Context: an optimization exercise on an open-source flow, tuned for small area. The choices shown serve that exercise and are no tape-out recipe. In this exercise RTL edits were held to simulation tests only and were not proved equivalent to the original. No driver is modelled on the clock port, so clocking that relies on it looks cheaper here than on a real chip. Power figures rest on the tool's default switching activity, not on a simulated workload.

v19:
Design bc211_core, start of the top module:
module bc211_core (
    input  wire        clk,
    input  wire        rst,
    input  wire [7:0]  cfg_debounce_n,
    input  wire        cfg_notify_en,
    input  wire        tick,
    input  wire        stop,
    input  wire [31:0] now,
    output reg         hid_open,
    input  wire        hid_open_done,
    input  wire        hid_open_ok,
    output reg         hid_close,
    output wire        tx_valid,
    output reg  [7:0]  tx_data,
    output wire        tx_last,
    input  wire        tx_ready,
    input  wire        tx_done,
    input  wire [1:0]  tx_status,
    output wire        rx_req,
    input  wire        rx_valid,
    input  wire [7:0]  rx_data,
    input  wire        rx_timeout,
    output wire [50:0] snap,        
    output wire [5:0]  err,         
    output wire [2:0]  link_sst,
    output wire        link_rc,
    output wire [2:0]  link_bst,
    output wire [5:0]  ev_valid,
    output wire [17:0] ev_prev,
    output wire [17:0] ev_new,
    output wire [31:0] ev_ts,
    output wire [5:0]  nt_valid,
    output wire [17:0] nt_summary
);
Size: ~770 cells after synthesis, ~240 I/O pins, roughly 7000 sq um of cells after synthesis.
export LEC_CHECK = 0
export CAP_MARGIN = 0
export CORE_MARGIN = 2
export CORE_UTILIZATION = 70
export CTS_BUF_LIST = sky130_fd_sc_hd__clkbuf_8
export SLEW_MARGIN = 0
create_clock -name core_clock -period 10.0 [get_ports {clk}]
standard.sh (not shown) runs the stock make flow with config.mk's settings and CLKGATE_MAP_FILE= SYNTH_SCRIPT=/design/flow/synth_recipe.tcl, a recipe that flattens the netlist after the stock synthesis.
==> flow/flow/run.sh <==
#!/bin/bash
# The standard layout with three changes:
#  - synthesis leaves the adders to ABC and maps the logic with an
#    area-oriented ABC script (flow/area.abc); the flip-flops and every other
#    synthesis step are the standard ones (flow/synth_area.tcl);
#  - the port buffers are made from the smallest buffer cell (resizing still
#    upsizes any that timing or slew needs);
#  - the clock tree is two levels of buffers built by flow/clock_tree.tcl
#    before CTS, in place of TritonCTS's H-tree.
set -euo pipefail
here=$PWD
sed "s#SYNTH_SCRIPT=[^ ]*#SYNTH_SCRIPT=$here/flow/synth_area.tcl#" standard.sh > area_standard.sh
grep -q "SYNTH_SCRIPT=$here/flow/synth_area.tcl" area_standard.sh
export AREA_ABC_SCRIPT=$here/flow/area.abc
export BUFFER_PORTS_ARGS="-buffer_cell sky130_fd_sc_hd__buf_1"
export PRE_CTS_TCL=$here/flow/clock_tree.tcl
export CTS_ARGS="-clk_nets clk -dont_use_dummy_load -buf_list sky130_fd_sc_hd__clkbuf_8"
bash area_standard.sh synth > synth.log 2>&1
bash area_standard.sh finish > finish.log 2>&1
Other scripts of this flow, unchanged in this note and not shown: flow/flow/area.abc, flow/flow/clock_tree.tcl, flow/flow/synth_area.tcl
Here is what was changed in the inputs of v17 compared with v19.
--- a/flow/design.v
+++ b/flow/design.v
@@ -47,29 +47,27 @@
                      ST_FULL = 3'd3, ST_ERROR = 3'd4;
     reg [2:0]  sst;
     reg        rc;
     reg        open_wait;
     reg [2:0]  err_det;
     reg        err_m;       
     reg [2:0]  bst;
     reg [2:0]  xph;
     reg        try_cnt;
-    reg [5:0]  k;
     reg [5:0]  idx;         
     reg [1:0]  q;           
     reg [11:0] pt;          
     reg [17:0] cm;          
     reg [7:0]  ring [0:5];
     reg [2:0]  ph;
     reg        wt;          
     reg        act;         
-    reg [5:0]  sm;          
-    reg [5:0]  cf;          
+    reg [5:0]  ks;
     reg        first;       
     wire       snap_stale = !(err_det == O_OK && !err_m);
     reg [31:0] snap_ts;
     integer j;
     function [2:0] dec;
         input [1:0] pair;
         case (pair)
             2'b11:   dec = ST_EMPTY;
             2'b10:   dec = ST_CHARGING;
@@ -194,19 +192,19 @@
                     end
                     B_STAT: begin
                         if (qq == 2'b01) begin
                             if (sst == S_READ) go_data = 1'b1;
                             else begin fin = 1'b1; fin_out = O_OK; end
                         end else if (qq == 2'b10) begin
                             af = 1'b1; af_out = O_NACK;
                         end else if (qq == 2'b11) begin
                             af = 1'b1; af_out = O_TIMEOUT;
-                        end else if (k == STATUS_POLL_MAX) begin
+                        end else if (ks == STATUS_POLL_MAX) begin
                             af = 1'b1; af_out = O_TIMEOUT;
                         end else begin
                             poll_again = 1'b1;
                         end
                     end
                     default: begin  
                         if (qq == 2'b01) begin
                             fin = 1'b1; fin_out = O_OK;
                         end else if (qq == 2'b11) begin
@@ -227,49 +225,51 @@
         end
     end
     wire       poll_ok = fin && (fin_out == O_OK) && (sst == S_READ);
     wire       post    = (xph == X_POST);
     wire       upd     = act || (wt && ph == 3'd0);
     reg  [5:0] dcm;         
     always @(*)
         for (j = 0; j < 6; j = j + 1)
             dcm[j] = (dec_all[3*j +: 3] != cm[3*j +: 3]);
-    wire [7:0] c0  = sm[ph] ? ring[0] : ~cfg_debounce_n;
-    wire       cmt = dcm[ph] && (c0[7:1] == 7'h7F);
+    wire [7:0] c0  = ks[0] ? ring[0] : ~cfg_debounce_n;
+    wire       cmt = (c0[7:1] == 7'h7F);      
     wire [7:0] c_nx = c0 + 8'd1;
-    wire [5:0] commit_now = post ? cf : 6'd0;
+    wire [5:0] commit_now = post ? (ks & dcm) : 6'd0;
     reg  [5:0] full_now;
     always @(*)
         for (j = 0; j < 6; j = j + 1)
             full_now[j] = (pt[2*j +: 2] == 2'b01);
     assign ev_valid = commit_now;
     assign nt_valid = cfg_notify_en ? (commit_now & full_now) : 6'd0;
     always @(posedge clk) begin
         if (rx_byte) begin
             case (idx)
                 6'd0: q <= (rx_data == xcode) ? 2'b01 : 2'b00;
                 6'd1: q <= !good ? 2'b00 : d_is0 ? 2'b01 : d_is1 ? 2'b10 : d_is2 ? 2'b11 : 2'b00;
                 6'd2: if (bst == B_STAT)
                           q <= !good ? 2'b00 : d_is2 ? 2'b01 : d_is3 ? 2'b10 : d_is4 ? 2'b11 : 2'b00;
                 6'd3: if (bst == B_DATA)
                           q <= good ? (d_is2 ? 2'b01 : 2'b11) : (q == 2'b11) ? 2'b11 : 2'b00;
                 default: ;
             endcase
         end
+        if (upd)
+            ks <= {cmt, ks[5:1]};
         if (pt_lo) begin
             pt[7:0] <= rx_data;
             for (j = 0; j < 4; j = j + 1)
-                sm[j] <= !first && (rx_data[2*j +: 2] == pt[2*j +: 2]);
+                ks[j] <= !first && (rx_data[2*j +: 2] == pt[2*j +: 2]);
         end
         if (pt_hi) begin
             pt[11:8] <= rx_data[3:0];
-            sm[4] <= !first && (rx_data[1:0] == pt[9:8]);
-            sm[5] <= !first && (rx_data[3:2] == pt[11:10]);
+            ks[4] <= !first && (rx_data[1:0] == pt[9:8]);
+            ks[5] <= !first && (rx_data[3:2] == pt[11:10]);
         end
         for (j = 0; j < 5; j = j + 1)
             ring[j] <= ring[j + 1];
         ring[5] <= upd ? c_nx : ring[0];
         case (xph)
             X_LOAD: idx <= 6'd0;
             X_SEND: if (tx_ready) idx <= idx + 6'd1;
             X_RWAIT, X_RREQ: if (rx_byte) idx <= idx + 6'd1;
             default: ;
@@ -298,45 +298,43 @@
             if (pt_hi) begin
                 wt    <= 1'b1;
                 first <= 1'b0;
             end else if (ph == 3'd0)
                 wt    <= 1'b0;
             if (wt && ph == 3'd0)
                 act <= 1'b1;
             else if (ph == 3'd5)
                 act <= 1'b0;
-            if (upd)
-                cf <= {cmt, cf[5:1]};
             for (j = 0; j < 6; j = j + 1)
                 if (commit_now[j])
                     cm[3*j +: 3] <= dec_all[3*j +: 3];
             case (xph)
                 X_LOAD: begin
                     xph  <= X_SEND;
-                    if (bst == B_STAT) k <= k + 6'd1;
+                    if (bst == B_STAT) ks <= ks + 6'd1;
                 end
                 X_SEND: begin
                     if (tx_ready && idx == 6'd63) xph <= X_SWAIT;
                 end
                 X_SWAIT: begin
                     if (tx_done && tx_status == 2'd0)
                         xph    <= X_RREQ;
                 end
                 X_RWAIT, X_RREQ: begin
                     if (rx_byte && idx == 6'd63) xph <= X_CLASS;
                     else                         xph <= X_RWAIT;
                 end
                 X_POST: xph <= X_NONE;
                 default: ;
             endcase
             if (go_stat) begin
                 bst <= B_STAT;
-                k   <= 6'd0;
+                ks  <= 6'd0;
                 xph <= X_LOAD;
             end else if (poll_again) begin
                 xph <= X_LOAD;
             end else if (go_data) begin
                 bst <= B_DATA;
                 xph <= X_LOAD;
             end else if (retry) begin
                 try_cnt <= 1'b1;
                 bst     <= B_CMD;
## What came out
- Compared with v19, v17 shows complex-gate fraction of the synthesized area higher by 2.2 points.
- Taking v19 as the reference point, the half-perimeter wire length of the detailed placement result of v17 rises by 330 um.
- Of v19 and v17, the lower share of the clock period used by the worst path belongs to v17.
- Max final wirelength across v19 and v17: v17
- The lower global-route total usage across every layer came out of v19.
- Compared with v19, in v17 latest clock arrival within the worst-skew pair lost 0.02 ns, cell internal power dissipation moved down, gate count after technology mapping grew by 1.4%.

==> static timing again, ports no longer ideal <==
The results above use ideal ports. As a check the final layouts listed here were re-extracted and re-timed, cells and wires unchanged.
Step 1 assumes that a clkbuf_16 drives the clock port and a buf_2 every other input.
Step 2 also shifts input and output timing later by t, the mid clock arrival at the registers, as if the neighbouring blocks saw the same clock.
a / b / c = ideal / step 1 / step 2; a / b = the first two.
| run | t (ns) | setup slack, ns | worst register clock-pin slew, ns |
|---|---|---|---|
| v19 | 0.414 | 5.005 / 4.981 / 4.981 | 0.11 / 0.11 |
| v17 | 0.404 | 5.096 / 5.062 / 5.286 | 0.11 / 0.11 |
After both steps setup and hold are still met in every run listed. The setup slack of v19, which loses most, moves by -0.024 ns with the drivers and by -0.024 ns with both steps.
